Background: an optimization exercise with open tools, aiming at small area and a short achievable clock period. Do not read the settings as production practice. Function was checked by simulation only, so behaviour that the tests miss may differ from the original.

== the reference run ==
Design ebd_mfc, start of the top module:
module ebd_mfc (
    input  wire        clk,
    input  wire        rst,
    output wire        adc_req,
    output wire [1:0]  adc_ch,
    input  wire        adc_done,
    input  wire [9:0]  adc_data,
    input  wire        btn_a,
    input  wire        btn_b,
    output wire [15:0] duty_out,
    output wire        load_en,
    output wire        fan_en,
    output wire        led,
    output wire        frame_valid,
    input  wire        disp_ack,
    input  wire        host_valid,
    input  wire        host_we,
    input  wire [3:0]  host_addr,
    input  wire [31:0] host_wdata,
    output reg  [31:0] host_rdata
);
==> flow/config.mk <==
export PLATFORM = sky130hd
export DESIGN_NAME = ebd_mfc
export DESIGN_NICKNAME = ebd_mfc
export VERILOG_FILES = /design/flow/design.v
export SDC_FILE = /design/flow/constraint.sdc
export NUM_CORES = 4
export LEC_CHECK = 0
export CAP_MARGIN = 20
export CORE_MARGIN = 2
export CORE_UTILIZATION = 60
export CTS_BUF_LIST = sky130_fd_sc_hd__clkbuf_4 sky130_fd_sc_hd__clkbuf_8
export PLACE_DENSITY = 0.75
export SLEW_MARGIN = 20
==> flow/constraint.sdc <==
create_clock -name core_clock -period 70.0 [get_ports {clk}]
set_input_delay 14.0000 -clock core_clock [delete_from_list [all_inputs] [get_ports {clk}]]
set_output_delay 14.0000 -clock core_clock [all_outputs]
set_load 0.01 [all_outputs]
standard.sh (not shown) runs the stock make flow with config.mk's settings and CLKGATE_MAP_FILE= SYNTH_SCRIPT=/design/flow/synth_recipe.tcl, a recipe that flattens the netlist after the stock synthesis.
==> flow/flow/run.sh <==
#!/bin/bash
# The standard layout (the standard.sh, standard synthesis unchanged), with
# two changes to how it is made:
#  - the port buffers are buf_4 cells instead of the delay buffer buffer_ports
#    picks by default;
#  - the timing repair steps aim for a setup slack margin, so that they size
#    and buffer the longest paths instead of stopping at the 70 ns period.
# The constraints (constraint.sdc, the 70 ns clock) are the standard flow's, unchanged.
set -euo pipefail
export SETUP_SLACK_MARGIN=54.8
export BUFFER_PORTS_ARGS="-buffer_cell sky130_fd_sc_hd__buf_4"
bash standard.sh > standard.log 2>&1
The reference run: all stages complete, timing, DRC and antenna checks passed
### the reference run -> the trial run
Settings: CTS_CLUSTER_SIZE: unset -> 30; CTS_BUF_LIST: sky130_fd_sc_hd__clkbuf_4 sky130_fd_sc_hd__clkbuf_8 -> unset; PLACE_DENSITY: 0.75 -> 0.85; CORE_UTILIZATION: 60 -> 70; CTS_CLUSTER_DIAMETER: unset -> 60.
==> flow/flow/run.sh <==
#!/bin/bash
# The standard layout (the standard.sh, standard synthesis unchanged), with
# two changes to how it is made:
#  - the port buffers are buf_2 cells instead of the delay buffer buffer_ports
#    picks by default;
#  - the timing repair steps aim for a setup slack margin, so that they size
#    and buffer the longest paths instead of stopping at the 70 ns period.
# The constraints (constraint.sdc, the 70 ns clock) are the standard flow's, unchanged.
set -euo pipefail
export SETUP_SLACK_MARGIN=54.8
export BUFFER_PORTS_ARGS="-buffer_cell sky130_fd_sc_hd__buf_2"
bash standard.sh > standard.log 2>&1
### Flow results
Summary of the trial run over the reference run: number of rows created at floorplan went down by 6; die extent in y lost about 7%.
The trial run reports a lower combined flip-flop and latch cell area than the reference run does.
Clock buffer instance count of the final layout (the reference run / the trial run): 3.2

---

## P
Starting RTL as in the previous note.
Design ebd_mfc, start of the top module:
module ebd_mfc (
    input  wire        clk,
    input  wire        rst,
    output wire        adc_req,
    output wire [1:0]  adc_ch,
    input  wire        adc_done,
    input  wire [9:0]  adc_data,
    input  wire        btn_a,
    input  wire        btn_b,
    output wire [15:0] duty_out,
    output wire        load_en,
    output wire        fan_en,
    output wire        led,
    output wire        frame_valid,
    input  wire        disp_ack,
    input  wire        host_valid,
    input  wire        host_we,
    input  wire [3:0]  host_addr,
    input  wire [31:0] host_wdata,
    output reg  [31:0] host_rdata
);
    localparam [2:0] PH_DERIVE    = 3'd3;
    localparam [2:0] PH_PROTECT   = 3'd4;
    localparam [2:0] PH_MODE      = 3'd5;
    localparam [2:0] PH_REGULATE  = 3'd6;
    localparam [2:0] PH_HANDOFF   = 3'd7;
    localparam [1:0] M_OFF = 2'd0;
    localparam [1:0] M_ON  = 2'd2;
  ...
export LEC_CHECK = 0
export CAP_MARGIN = 20
export CORE_MARGIN = 2
export CORE_UTILIZATION = 60
export CTS_CLUSTER_DIAMETER = 60
export CTS_CLUSTER_SIZE = 30
export PLACE_DENSITY = 0.75
export SLEW_MARGIN = 20
create_clock -name core_clock -period 70.0 [get_ports {clk}]
==> flow/flow/run.sh <==
#!/bin/bash
# The standard layout (the standard.sh, standard synthesis unchanged), with
# two changes to how it is made:
#  - the port buffers are buf_2 cells instead of the delay buffer buffer_ports
#    picks by default;
#  - the timing repair steps aim for a setup slack margin, so that they size
#    and buffer the longest paths instead of stopping at the 70 ns period.
# The constraints (constraint.sdc, the 70 ns clock) are the standard flow's, unchanged.
set -euo pipefail
export SETUP_SLACK_MARGIN=55.1
export BUFFER_PORTS_ARGS="-buffer_cell sky130_fd_sc_hd__buf_2"
bash standard.sh > standard.log 2>&1
P | stages: all done | timing, DRC, antenna: all pass
[inputs] Q vs P
diff --git a/flow/flow/run.sh b/flow/flow/run.sh
--- a/flow/flow/run.sh
+++ b/flow/flow/run.sh
@@ -10 +10 @@
-export SETUP_SLACK_MARGIN=55.1
+export SETUP_SLACK_MARGIN=54.8
diff --git a/flow/config.mk b/flow/config.mk
--- a/flow/config.mk
+++ b/flow/config.mk
@@ -11,2 +10,0 @@
-export CTS_CLUSTER_DIAMETER = 60
-export CTS_CLUSTER_SIZE = 30
[summary]
Area taken by multi-input logic gates in Q vs P: down about 2.2%
| post-detailed-route via-to-cell ratio | higher: P |
Going from P to Q, via total after detailed routing moved down; routed wire length moved up; setup slack moved down.
Final net count for Q is lower than for P.
Non-clock buffer count | Q below P
Count of clock-net buffers in the final layout grows by more than half when moving from P to Q.
Changes in R relative to Q:
diff --git a/flow/config.mk b/flow/config.mk
--- a/flow/config.mk
+++ b/flow/config.mk
@@ -10,0 +11,2 @@
+export CTS_CLUSTER_DIAMETER = 60
+export CTS_CLUSTER_SIZE = 30
--- outcome ---
Compared with Q, R shows a total clock buffers created by CTS that is 21 lower.
There was hardly any difference in vertical die dimension between Q and R.
Q → R: final area went down; maximum frequency barely changed; overall routed net length shows a reduction of 1700 um.
Edits applied to the flow inputs when going from R to S:
diff --git a/flow/config.mk b/flow/config.mk
--- a/flow/config.mk
+++ b/flow/config.mk
@@ -11,2 +11,3 @@
-export CTS_CLUSTER_DIAMETER = 60
-export CTS_CLUSTER_SIZE = 30
+export CTS_BUF_LIST = sky130_fd_sc_hd__clkbuf_8
+export CTS_CLUSTER_DIAMETER = 50
+export CTS_CLUSTER_SIZE = 16
Results
S completed end to end with timing, DRC and antenna clean. Data arrival time at the worst-slack endpoint (S over R): increase, 70 ps. Core utilization: S higher than R. Delta (S minus R): fraction of standard cell area that is sequential -0.16 points.

[what the ideal ports hide]
Ports are ideal in the flow. The routed layouts listed here were re-timed in OpenROAD. Step 1, drivers: a clkbuf_16 drives clk and a buf_2 each remaining input, both assumed. Step 2 times the ports against the registers' clock, not the clock port: input delays grow and output delays shrink by t, the midpoint of the rising clock arrivals with the driver on. Three values: ideal ports, drivers, drivers and shift; two values: the first two.
run | t (ns) | setup slack, ns | hold slack, ns | clock arrival spread, ns
the reference run | 0.751 | 54.776 / 54.719 / 54.092 | 0.386 / 0.386 / 0.386 | 0.060 / 0.060
the trial run | 0.660 | 54.810 / 54.747 / 54.211 | 0.404 / 0.404 / 0.404 | 0.038 / 0.038
P | 0.646 | 54.896 / 54.828 / 54.296 | 0.387 / 0.387 / 0.387 | 0.048 / 0.048
Q | 0.703 | 54.817 / 54.749 / 54.174 | 0.403 / 0.403 / 0.403 | 0.061 / 0.061
R | 0.653 | 54.811 / 54.748 / 54.204 | 0.420 / 0.420 / 0.420 | 0.057 / 0.057
S | 0.770 | 54.745 / 54.684 / 54.130 | 0.401 / 0.401 / 0.401 | 0.062 / 0.063
After both steps setup and hold are still met in every run listed. For the reference run, which loses most, drivers alone change the setup slack by -0.057 ns; drivers and shift together by -0.684 ns.
